Context: an optimization exercise on an open-source flow, tuned for small area. The choices shown serve that exercise and are no tape-out recipe. At most, simulation tests tie the RTL to the original design; equivalence was not proved.

==> inputs of willow <==
==> flow/design.v <==
module pgrf (
    input  wire        clk,
    input  wire        rst,
    input  wire        req_valid,
    output wire        req_ready,
    input  wire [31:0] req_cmd,
    input  wire [63:0] req_data,
    output wire        rsp_valid,
    input  wire        rsp_ready,
    output wire [1:0]  rsp_status,
    output wire [63:0] rsp_data
);
    localparam [2:0] OP_CLR   = 3'd1;
    localparam [2:0] OP_GET   = 3'd2;
    localparam [2:0] OP_SET   = 3'd3;
    localparam [2:0] OP_GRAV  = 3'd4;
    localparam [2:0] OP_GPASS = 3'd5;
    localparam [2:0] OP_XPOSE = 3'd6;
    localparam [2:0] OP_RDLO  = 3'd7;
    localparam [2:0] OP_RDHI  = 3'd0;    
    localparam [2:0] S_IDLE = 3'd0;
    localparam [2:0] S_WAIT = 3'd1;
    localparam [2:0] S_WORK = 3'd2;
    localparam [2:0] S_FIN  = 3'd3;
    localparam [2:0] S_RESP = 3'd4;
    localparam [1:0] G_PRE  = 2'd0;      
    localparam [1:0] G_RUN  = 2'd1;      
    localparam [1:0] G_SEEK = 2'd2;      
    reg [2:0]  st;
    reg [63:0] lo_r, hi_r;
    reg [5:0]  pos;
    reg        clrp;
    reg [2:0]  op;
    reg [1:0]  stat;
    reg [5:0]  cnt;
    reg [1:0]  val;
    reg [63:0] rq;
    reg [1:0]  gm;
    reg        gd;
    reg        moved;
    reg        unset;
    assign req_ready = (st == S_IDLE) && !rst;
    assign rsp_valid = (st == S_RESP);
    assign rsp_status = stat;
    genvar t;
    generate
        for (t = 0; t < 64; t = t + 1) begin : g_out
            assign rsp_data[(t % 8) * 8 + t / 8] = rq[t];
        end
    endgenerate
    wire [7:0] i_opc = req_cmd[7:0];
    wire [7:0] i_row = req_cmd[15:8];
    wire [7:0] i_col = req_cmd[23:16];
    wire [7:0] i_val = req_cmd[31:24];
    wire i_get = (i_opc == 8'h02);
    wire i_set = (i_opc == 8'h03);
    wire i_legal = (i_opc >= 8'h01) && (i_opc <= 8'h08);
    wire i_rsv = i_get ? (i_val != 8'd0)
               : i_set ? 1'b0
               : (req_cmd[31:8] != 24'd0);
    wire i_arg = (i_get || i_set) && (i_row >= 8'd8 || i_col >= 8'd8 ||
                                      (i_set && i_val >= 8'd4));
    wire [1:0] i_stat = !i_legal ? 2'd2 : i_rsv ? 2'd3 : i_arg ? 2'd1 : 2'd0;
    wire ok      = (stat == 2'd0);
    wire c_clr   = ok && (op == OP_CLR);
    wire c_get   = ok && (op == OP_GET);
    wire c_set   = ok && (op == OP_SET);
    wire c_grav  = ok && (op == OP_GRAV);
    wire c_gpass = ok && (op == OP_GPASS);
    wire c_xpose = ok && (op == OP_XPOSE);
    wire c_rdlo  = ok && (op == OP_RDLO);
    wire c_rdhi  = ok && (op == OP_RDHI);
    wire wrap  = (pos == 6'd63);
    wire hit   = (pos == cnt);
    wire in_work = (st == S_WORK);
    wire in_fin  = (st == S_FIN);
    wire       first = (pos[2:0] == 3'd0);
    wire       last  = (pos[2:0] == 3'd7);
    wire       cur   = lo_r[0] | hi_r[0];
    wire       nxt   = !last && (lo_r[1] | hi_r[1]);
    wire [1:0] gm_e  = first ? G_PRE : gm;
    wire       gd_e  = first ? 1'b0 : gd;
    wire       mv    = !gd_e && nxt && (gm_e != G_PRE || !cur);
    wire       g_lo  = mv ? lo_r[1] : (gm_e == G_RUN) ? 1'b0 : lo_r[0];
    wire       g_hi  = mv ? hi_r[1] : (gm_e == G_RUN) ? 1'b0 : hi_r[0];
    wire       moved_e = (pos == 6'd0) ? 1'b0 : moved;
    wire       unset_e = (pos == 6'd0) ? 1'b0 : unset;
    wire       unset_n = unset_e || (mv && gm_e == G_SEEK);
    reg [1:0] gm_n;
    reg       gd_n;
    always @(*) begin
        gm_n = gm_e;
        gd_n = gd_e;
        case (gm_e)
        G_PRE:
            if (!cur && !gd_e)
                gm_n = nxt ? G_RUN : G_SEEK;
        G_RUN:
            if (!mv) begin
                if (gd_e) gm_n = G_PRE;
                else      gm_n = G_SEEK;
            end
        default:
            if (nxt) begin
                gm_n = G_RUN;
                gd_n = 1'b1;
            end
        endcase
    end
    wire do_grav = in_work && (c_grav || c_gpass);
    reg w_lo, w_hi;
    always @(*) begin
        w_lo = lo_r[0];
        w_hi = hi_r[0];
        if (clrp || (in_fin && c_clr)) begin
            w_lo = 1'b0;
            w_hi = 1'b0;
        end else if (in_fin && c_set && hit) begin
            w_lo = val[0];
            w_hi = val[1];
        end else if (do_grav) begin
            w_lo = g_lo;
            w_hi = g_hi;
        end
    end
    wire [7:0] cv = c_get ? {6'd0, val} : {2'd0, cnt};
    reg ins;
    always @(*) begin
        ins = 1'b0;
        if (c_rdlo)
            ins = lo_r[0];
        else if (c_rdhi)
            ins = hi_r[0];
        else if (c_get || c_grav || c_gpass)
            ins = first && cv[pos[5:3]];
    end
    wire r_ld = (st == S_IDLE);
    wire r_hd = !r_ld && ((st == S_RESP) || c_xpose);
    wire r_sh = !r_ld && !r_hd;
    always @(posedge clk) begin
        lo_r <= {w_lo, lo_r[63:1]};
        hi_r <= {w_hi, hi_r[63:1]};
        pos  <= rst ? 6'd0 : pos + 6'd1;
        if (rst)
            clrp <= 1'b1;
        else if (wrap)
            clrp <= 1'b0;
        rq <= ({64{r_ld}} & req_data) | ({64{r_sh}} & {ins, rq[63:1]}) |
              ({64{r_hd}} & rq);
        if (st == S_IDLE) begin
            op   <= req_cmd[2:0];
            stat <= i_stat;
            cnt  <= {req_cmd[18:16], req_cmd[10:8]};
            val  <= req_cmd[25:24];
        end else if (in_work) begin
            if (c_get && hit)
                val <= {hi_r[0], lo_r[0]};
            if (c_gpass ? mv : (c_grav && mv && !moved_e))
                cnt <= cnt + 6'd1;
        end
        gm    <= gm_n;
        gd    <= gd_n;
        moved <= moved_e || mv;
        unset <= unset_n;
        if (rst)
            st <= S_IDLE;
        else begin
            case (st)
            S_IDLE:
                if (req_valid)
                    st <= S_WAIT;
            S_WAIT:
                if (c_xpose)
                    st <= S_RESP;
                else if (wrap)
                    st <= (c_get || c_grav || c_gpass) ? S_WORK : S_FIN;
            S_WORK:
                if (wrap && !(c_grav && unset_n))
                    st <= S_FIN;
            S_FIN:
                if (wrap)
                    st <= S_RESP;
            S_RESP:
                if (rsp_ready)
                    st <= S_IDLE;
            default:
                st <= S_IDLE;
            endcase
        end
    end
endmodule
==> flow/run.sh <==
#!/bin/bash
# synth_recipe.tcl (not shown) runs the flow's synth.tcl, then flattens the netlist and writes it again
# the make line also repeats each setting of config.mk as NAME=value (left out here)
make -C /OpenROAD-flow-scripts/flow DESIGN_CONFIG=/design/flow/config.mk WORK_HOME=/design/flow/orfs CLKGATE_MAP_FILE= SYNTH_SCRIPT=/design/flow/synth_recipe.tcl finish
==> flow/config.mk <==
export PLATFORM = sky130hd
export DESIGN_NAME = pgrf
export DESIGN_NICKNAME = pgrf
export VERILOG_FILES = /design/flow/design.v
export SDC_FILE = /design/flow/constraint.sdc
export NUM_CORES = 4
export LEC_CHECK = 0
export CAP_MARGIN = 20
export CORE_MARGIN = 2
export CORE_UTILIZATION = 40
export CTS_BUF_LIST = sky130_fd_sc_hd__clkbuf_4
export PLACE_DENSITY = 0.6
export SLEW_MARGIN = 20
==> flow/constraint.sdc <==
create_clock -name core_clock -period 12.0 [get_ports {clk}]
set_input_delay 2.4000 -clock core_clock [delete_from_list [all_inputs] [get_ports {clk}]]
set_output_delay 2.4000 -clock core_clock [all_outputs]
set_load 0.01 [all_outputs]
==> juniper (differences from willow) <==
==> flow/flow/run.sh (new file) <==
#!/bin/bash
set -euo pipefail
cd "$(dirname "$0")/.."
export BUFFER_PORTS_ARGS="-buffer_cell sky130_fd_sc_hd__buf_1"
export CTS_ARGS="-sink_clustering_enable -repair_clock_nets -dont_use_dummy_load -buf_list sky130_fd_sc_hd__clkbuf_2 sky130_fd_sc_hd__clkbuf_4 -sink_clustering_size 25 -sink_clustering_max_diameter 80"
bash standard.sh > make_finish.log 2>&1
==> flow/standard.sh (new file) <==
#!/bin/bash
# synth_recipe.tcl (not shown) runs the flow's synth.tcl, then flattens the netlist and writes it again
# the make line also repeats each setting of config.mk as NAME=value (left out here)
make -C /OpenROAD-flow-scripts/flow DESIGN_CONFIG=/design/flow/config.mk WORK_HOME=/design/flow/orfs CLKGATE_MAP_FILE= SYNTH_SCRIPT=/design/flow/synth_recipe.tcl "${@:-finish}"
removed: flow/run.sh
==> violet (differences from willow) <==
--- a/flow/design.v
+++ b/flow/design.v
@@ -18,11 +18,11 @@
     localparam [2:0] OP_XPOSE = 3'd6;
     localparam [2:0] OP_RDLO  = 3'd7;
     localparam [2:0] OP_RDHI  = 3'd0;    
-    localparam [2:0] S_IDLE = 3'd0;
-    localparam [2:0] S_WAIT = 3'd1;
-    localparam [2:0] S_WORK = 3'd2;
+    localparam [2:0] S_IDLE = 3'd4;
+    localparam [2:0] S_WAIT = 3'd0;
+    localparam [2:0] S_WORK = 3'd1;
     localparam [2:0] S_FIN  = 3'd3;
-    localparam [2:0] S_RESP = 3'd4;
+    localparam [2:0] S_RESP = 3'd2;
     localparam [1:0] G_PRE  = 2'd0;      
     localparam [1:0] G_RUN  = 2'd1;      
     localparam [1:0] G_SEEK = 2'd2;      
@@ -34,10 +34,9 @@
     reg [1:0]  stat;
     reg [5:0]  cnt;
     reg [1:0]  val;
-    reg [63:0] rq;
+    wire [63:0] rq;
     reg [1:0]  gm;
     reg        gd;
-    reg        moved;
     reg        unset;
     assign req_ready = (st == S_IDLE) && !rst;
     assign rsp_valid = (st == S_RESP);
@@ -52,14 +51,17 @@
     wire [7:0] i_row = req_cmd[15:8];
     wire [7:0] i_col = req_cmd[23:16];
     wire [7:0] i_val = req_cmd[31:24];
-    wire i_get = (i_opc == 8'h02);
-    wire i_set = (i_opc == 8'h03);
-    wire i_legal = (i_opc >= 8'h01) && (i_opc <= 8'h08);
-    wire i_rsv = i_get ? (i_val != 8'd0)
-               : i_set ? 1'b0
-               : (req_cmd[31:8] != 24'd0);
-    wire i_arg = (i_get || i_set) && (i_row >= 8'd8 || i_col >= 8'd8 ||
-                                      (i_set && i_val >= 8'd4));
+    wire i_hi0  = (i_opc[7:4] == 4'd0);
+    wire i_get  = i_hi0 && (i_opc[3:0] == 4'd2);
+    wire i_set  = i_hi0 && (i_opc[3:0] == 4'd3);
+    wire i_legal = i_hi0 && (i_opc[3] ? (i_opc[2:0] == 3'd0) : (i_opc[2:0] != 3'd0));
+    wire nz_rh = |i_row[7:3];
+    wire nz_ch = |i_col[7:3];
+    wire nz_vh = |i_val[7:2];
+    wire nz_v  = nz_vh || (|i_val[1:0]);
+    wire nz_rc = nz_rh || nz_ch || (|i_row[2:0]) || (|i_col[2:0]);
+    wire i_rsv = i_get ? nz_v : !i_set && (nz_v || nz_rc);
+    wire i_arg = nz_rh || nz_ch || (i_set && nz_vh);
     wire [1:0] i_stat = !i_legal ? 2'd2 : i_rsv ? 2'd3 : i_arg ? 2'd1 : 2'd0;
     wire ok      = (stat == 2'd0);
     wire c_clr   = ok && (op == OP_CLR);
@@ -71,7 +73,7 @@
     wire c_rdlo  = ok && (op == OP_RDLO);
     wire c_rdhi  = ok && (op == OP_RDHI);
     wire wrap  = (pos == 6'd63);
-    wire hit   = (pos == cnt);
+    wire hit   = (cnt == 6'd0);
     wire in_work = (st == S_WORK);
     wire in_fin  = (st == S_FIN);
     wire       first = (pos[2:0] == 3'd0);
@@ -83,9 +85,7 @@
     wire       mv    = !gd_e && nxt && (gm_e != G_PRE || !cur);
     wire       g_lo  = mv ? lo_r[1] : (gm_e == G_RUN) ? 1'b0 : lo_r[0];
     wire       g_hi  = mv ? hi_r[1] : (gm_e == G_RUN) ? 1'b0 : hi_r[0];
-    wire       moved_e = (pos == 6'd0) ? 1'b0 : moved;
-    wire       unset_e = (pos == 6'd0) ? 1'b0 : unset;
-    wire       unset_n = unset_e || (mv && gm_e == G_SEEK);
+    wire       unset_n = unset || (mv && gm_e == G_SEEK);
     reg [1:0] gm_n;
     reg       gd_n;
     always @(*) begin
@@ -134,9 +134,17 @@
         else if (c_get || c_grav || c_gpass)
             ins = first && cv[pos[5:3]];
     end
+    wire cnt_inc = (st == S_WAIT && wrap) ||
+                   (in_work && c_get) || (in_fin && c_set) ||
+                   (in_work && c_gpass && mv) ||
+                   (in_work && c_grav && ((mv && hit) || (wrap && unset_n)));
     wire r_ld = (st == S_IDLE);
     wire r_hd = !r_ld && ((st == S_RESP) || c_xpose);
     wire r_sh = !r_ld && !r_hd;
+    pgrf_rsp u_rsp (
+        .clk(clk), .ld(r_ld), .sh(r_sh), .hd(r_hd), .ins(ins),
+        .d(req_data), .q(rq)
+    );
     always @(posedge clk) begin
         lo_r <= {w_lo, lo_r[63:1]};
         hi_r <= {w_hi, hi_r[63:1]};
@@ -145,23 +153,18 @@
             clrp <= 1'b1;
         else if (wrap)
             clrp <= 1'b0;
-        rq <= ({64{r_ld}} & req_data) | ({64{r_sh}} & {ins, rq[63:1]}) |
-              ({64{r_hd}} & rq);
         if (st == S_IDLE) begin
             op   <= req_cmd[2:0];
             stat <= i_stat;
-            cnt  <= {req_cmd[18:16], req_cmd[10:8]};
+            cnt  <= ~{req_cmd[18:16], req_cmd[10:8]};
             val  <= req_cmd[25:24];
-        end else if (in_work) begin
-            if (c_get && hit)
-                val <= {hi_r[0], lo_r[0]};
-            if (c_gpass ? mv : (c_grav && mv && !moved_e))
-                cnt <= cnt + 6'd1;
+        end else begin
+            val <= val | ({2{in_work && c_get && hit}} & {hi_r[0], lo_r[0]});
+            cnt <= cnt + {5'd0, cnt_inc};
         end
         gm    <= gm_n;
         gd    <= gd_n;
-        moved <= moved_e || mv;
-        unset <= unset_n;
+        unset <= unset_n && !wrap;
         if (rst)
             st <= S_IDLE;
         else begin
@@ -189,3 +192,15 @@
         end
     end
 endmodule
+module pgrf_rsp (
+    input  wire        clk,
+    input  wire        ld,
+    input  wire        sh,
+    input  wire        hd,
+    input  wire        ins,
+    input  wire [63:0] d,
+    output reg  [63:0] q
+);
+    always @(posedge clk)
+        q <= ({64{ld}} & d) | ({64{sh}} & {ins, q[63:1]}) | ({64{hd}} & q);
+endmodule
Settings changed: CAP_MARGIN 20 to 0, CORE_UTILIZATION 40 to 65, CTS_CLUSTER_DIAMETER from default to 40, CTS_CLUSTER_SIZE from default to 10, PLACE_DENSITY 0.6 to 0.75, SLEW_MARGIN 20 to 0.
==> xenon (differences from willow) <==
--- a/flow/design.v
+++ b/flow/design.v
@@ -18,11 +18,11 @@
     localparam [2:0] OP_XPOSE = 3'd6;
     localparam [2:0] OP_RDLO  = 3'd7;
     localparam [2:0] OP_RDHI  = 3'd0;    
-    localparam [2:0] S_IDLE = 3'd0;
-    localparam [2:0] S_WAIT = 3'd1;
-    localparam [2:0] S_WORK = 3'd2;
+    localparam [2:0] S_IDLE = 3'd4;
+    localparam [2:0] S_WAIT = 3'd0;
+    localparam [2:0] S_WORK = 3'd1;
     localparam [2:0] S_FIN  = 3'd3;
-    localparam [2:0] S_RESP = 3'd4;
+    localparam [2:0] S_RESP = 3'd2;
     localparam [1:0] G_PRE  = 2'd0;      
     localparam [1:0] G_RUN  = 2'd1;      
     localparam [1:0] G_SEEK = 2'd2;      
@@ -34,10 +34,9 @@
     reg [1:0]  stat;
     reg [5:0]  cnt;
     reg [1:0]  val;
-    reg [63:0] rq;
+    wire [63:0] rq;
     reg [1:0]  gm;
     reg        gd;
-    reg        moved;
     reg        unset;
     assign req_ready = (st == S_IDLE) && !rst;
     assign rsp_valid = (st == S_RESP);
@@ -52,14 +51,17 @@
     wire [7:0] i_row = req_cmd[15:8];
     wire [7:0] i_col = req_cmd[23:16];
     wire [7:0] i_val = req_cmd[31:24];
-    wire i_get = (i_opc == 8'h02);
-    wire i_set = (i_opc == 8'h03);
-    wire i_legal = (i_opc >= 8'h01) && (i_opc <= 8'h08);
-    wire i_rsv = i_get ? (i_val != 8'd0)
-               : i_set ? 1'b0
-               : (req_cmd[31:8] != 24'd0);
-    wire i_arg = (i_get || i_set) && (i_row >= 8'd8 || i_col >= 8'd8 ||
-                                      (i_set && i_val >= 8'd4));
+    wire i_hi0  = (i_opc[7:4] == 4'd0);
+    wire i_get  = i_hi0 && (i_opc[3:0] == 4'd2);
+    wire i_set  = i_hi0 && (i_opc[3:0] == 4'd3);
+    wire i_legal = i_hi0 && (i_opc[3] ? (i_opc[2:0] == 3'd0) : (i_opc[2:0] != 3'd0));
+    wire nz_rh = |i_row[7:3];
+    wire nz_ch = |i_col[7:3];
+    wire nz_vh = |i_val[7:2];
+    wire nz_v  = nz_vh || (|i_val[1:0]);
+    wire nz_rc = nz_rh || nz_ch || (|i_row[2:0]) || (|i_col[2:0]);
+    wire i_rsv = i_get ? nz_v : !i_set && (nz_v || nz_rc);
+    wire i_arg = nz_rh || nz_ch || (i_set && nz_vh);
     wire [1:0] i_stat = !i_legal ? 2'd2 : i_rsv ? 2'd3 : i_arg ? 2'd1 : 2'd0;
     wire ok      = (stat == 2'd0);
     wire c_clr   = ok && (op == OP_CLR);
@@ -71,7 +73,7 @@
     wire c_rdlo  = ok && (op == OP_RDLO);
     wire c_rdhi  = ok && (op == OP_RDHI);
     wire wrap  = (pos == 6'd63);
-    wire hit   = (pos == cnt);
+    wire hit   = (cnt == 6'd0);
     wire in_work = (st == S_WORK);
     wire in_fin  = (st == S_FIN);
     wire       first = (pos[2:0] == 3'd0);
@@ -83,9 +85,7 @@
     wire       mv    = !gd_e && nxt && (gm_e != G_PRE || !cur);
     wire       g_lo  = mv ? lo_r[1] : (gm_e == G_RUN) ? 1'b0 : lo_r[0];
     wire       g_hi  = mv ? hi_r[1] : (gm_e == G_RUN) ? 1'b0 : hi_r[0];
-    wire       moved_e = (pos == 6'd0) ? 1'b0 : moved;
-    wire       unset_e = (pos == 6'd0) ? 1'b0 : unset;
-    wire       unset_n = unset_e || (mv && gm_e == G_SEEK);
+    wire       unset_n = unset || (mv && gm_e == G_SEEK);
     reg [1:0] gm_n;
     reg       gd_n;
     always @(*) begin
@@ -134,9 +134,17 @@
         else if (c_get || c_grav || c_gpass)
             ins = first && cv[pos[5:3]];
     end
+    wire cnt_inc = (st == S_WAIT && wrap) ||
+                   (in_work && c_get) || (in_fin && c_set) ||
+                   (in_work && c_gpass && mv) ||
+                   (in_work && c_grav && ((mv && hit) || (wrap && unset_n)));
     wire r_ld = (st == S_IDLE);
     wire r_hd = !r_ld && ((st == S_RESP) || c_xpose);
     wire r_sh = !r_ld && !r_hd;
+    pgrf_rsp u_rsp (
+        .clk(clk), .ld(r_ld), .sh(r_sh), .hd(r_hd), .ins(ins),
+        .d(req_data), .q(rq)
+    );
     always @(posedge clk) begin
         lo_r <= {w_lo, lo_r[63:1]};
         hi_r <= {w_hi, hi_r[63:1]};
@@ -145,23 +153,18 @@
             clrp <= 1'b1;
         else if (wrap)
             clrp <= 1'b0;
-        rq <= ({64{r_ld}} & req_data) | ({64{r_sh}} & {ins, rq[63:1]}) |
-              ({64{r_hd}} & rq);
         if (st == S_IDLE) begin
             op   <= req_cmd[2:0];
             stat <= i_stat;
-            cnt  <= {req_cmd[18:16], req_cmd[10:8]};
+            cnt  <= ~{req_cmd[18:16], req_cmd[10:8]};
             val  <= req_cmd[25:24];
-        end else if (in_work) begin
-            if (c_get && hit)
-                val <= {hi_r[0], lo_r[0]};
-            if (c_gpass ? mv : (c_grav && mv && !moved_e))
-                cnt <= cnt + 6'd1;
+        end else begin
+            val <= val | ({2{in_work && c_get && hit}} & {hi_r[0], lo_r[0]});
+            cnt <= cnt + {5'd0, cnt_inc};
         end
         gm    <= gm_n;
         gd    <= gd_n;
-        moved <= moved_e || mv;
-        unset <= unset_n;
+        unset <= unset_n && !wrap;
         if (rst)
             st <= S_IDLE;
         else begin
@@ -189,3 +192,15 @@
         end
     end
 endmodule
+module pgrf_rsp (
+    input  wire        clk,
+    input  wire        ld,
+    input  wire        sh,
+    input  wire        hd,
+    input  wire        ins,
+    input  wire [63:0] d,
+    output reg  [63:0] q
+);
+    always @(posedge clk)
+        q <= ({64{ld}} & d) | ({64{sh}} & {ins, q[63:1]}) | ({64{hd}} & q);
+endmodule
==> flow/flow/run.sh (new file) <==
#!/bin/bash
# The standard layout (standard.sh) with three changes that only affect
# cell choice, not the design or its constraints:
#  - ABC maps the logic with an area-oriented script (flow/abc_area_map.script)
#    instead of ORFS's speed script; registers are untouched (same synthesis
#    script, same flop mapping, same names);
#  - port buffers use the smallest buffer cell (buf_1);
#  - clock tree: clkbuf_4 only, small sink clusters, no dummy loads.
set -euo pipefail
cd "$(dirname "$0")/.."
HERE=$PWD
rm -rf "$HERE/scripts_local"
cp -r "$FLOW_HOME/scripts" "$HERE/scripts_local"
chmod -R u+w "$HERE/scripts_local"
cp "$HERE/flow/abc_area_map.script" "$HERE/scripts_local/abc_speed.script"
export SCRIPTS_DIR="$HERE/scripts_local"
export BUFFER_PORTS_ARGS="-buffer_cell sky130_fd_sc_hd__buf_1"
export CTS_ARGS="-sink_clustering_enable -repair_clock_nets -dont_use_dummy_load -buf_list sky130_fd_sc_hd__clkbuf_4 -sink_clustering_size 12 -sink_clustering_max_diameter 30"
bash standard.sh > make_finish.log 2>&1
==> flow/flow/abc_area_map.script (new file) <==
strash
&get -n
&st
&deepsyn -T 60
&dch -f
&nf -a -R 1000
&put
==> flow/standard.sh (new file) <==
#!/bin/bash
# synth_recipe.tcl (not shown) runs the flow's synth.tcl, then flattens the netlist and writes it again
# the make line also repeats each setting of config.mk as NAME=value (left out here)
make -C /OpenROAD-flow-scripts/flow DESIGN_CONFIG=/design/flow/config.mk WORK_HOME=/design/flow/orfs CLKGATE_MAP_FILE= SYNTH_SCRIPT=/design/flow/synth_recipe.tcl "${@:-finish}"
Settings changed: CAP_MARGIN 20 to 0, CORE_UTILIZATION 40 to 65, CTS_BUF_LIST sky130_fd_sc_hd__clkbuf_4 to default, PLACE_DENSITY 0.6 to 0.75, SLEW_MARGIN 20 to 0, SYNTH_HIERARCHICAL from default to 1.
removed: flow/run.sh
==> impl_metrics.ini <==
[run_status]
status = no timing/DRC/antenna violations

[floorplan]
core_sq_mm = 0.00920
start_util_pct = 66.9
tap-cell-count = 111

[power_and_ir_drop]
switchingPower_uw = 308

[timing]
tightest_slew_ps = 914

[clock_tree]
clk_latency_ps = 610
hold_buffers = 0

[yosys]
netlist_area_sq_mm = 0.00615

[finish]
final_area_sq_mm = 0.00718
Source of the figures above: xenon

==> impl_metrics.ini <==
[power_and_ir_drop]
switchingPower_uw = 628

[timing]
tightest_slew_ps = 1190

[finish]
final_area_sq_mm = 0.00883

[yosys]
netlist_area_sq_mm = 0.00683

[run_status]
status = no timing/DRC/antenna violations

[clock_tree]
clk_latency_ps = 600
hold_buffers = 0

[floorplan]
tap-cell-count = 136
core_sq_mm = 0.0103
Source of the figures above: violet

==> impl_metrics.ini <==
[run_status]
status = did not finish
failing_step = clock tree synthesis
error_line = [ERROR STA-0564] clock_tree_synthesis positional arguments not supported.

[placed_design]
pre_cts_ws_ps = 6510
place_inst = 983

[yosys]
ys.flop_type = dfxtp_1
synth_cells = 622
netlist_area_sq_mm = 0.00675

[floorplan]
ios = 168
start_util_pct = 40.9
Source of the figures above: juniper

==> impl_metrics.ini <==
[clock_tree]
hold_buffers = 0
clk_latency_ps = 640

[yosys]
netlist_area_sq_mm = 0.00675

[run_status]
status = no timing/DRC/antenna violations

[floorplan]
start_util_pct = 40.9
Source of the figures above: willow

For willow and juniper, only the layout was checked, not whether the RTL still works.

==> what the ideal ports hide <==
No port has a modelled driver above. Below, the same layouts with a new extraction and two added sets of constraints. Step 1, drivers: a clkbuf_16 drives clk and a buf_2 each remaining input, both assumed. Step 2 moves the port delays by t, midway between the first and last clock arrival at a register: inputs arrive t later, outputs are due t later. That takes back most of the time a late clock gives input paths. a / b / c = no drivers / after step 1 / after step 2; a / b = the first two.
run | t (ns) | setup WS [ns] | clock arrival spread, ns | worst data-port slew with drivers (ns) | cell pins on the clock port's net
willow | 0.658 | 5.764 / 5.742 / 5.742 | 0.055 / 0.054 | 0.10 | 1
violet | 0.619 | 5.773 / 5.750 / 5.750 | 0.036 / 0.036 | 0.07 | 1
xenon | 0.593 | 6.605 / 6.582 / 6.582 | 0.100 / 0.100 | 0.05 | 1
After both steps every run listed still meets setup and hold.
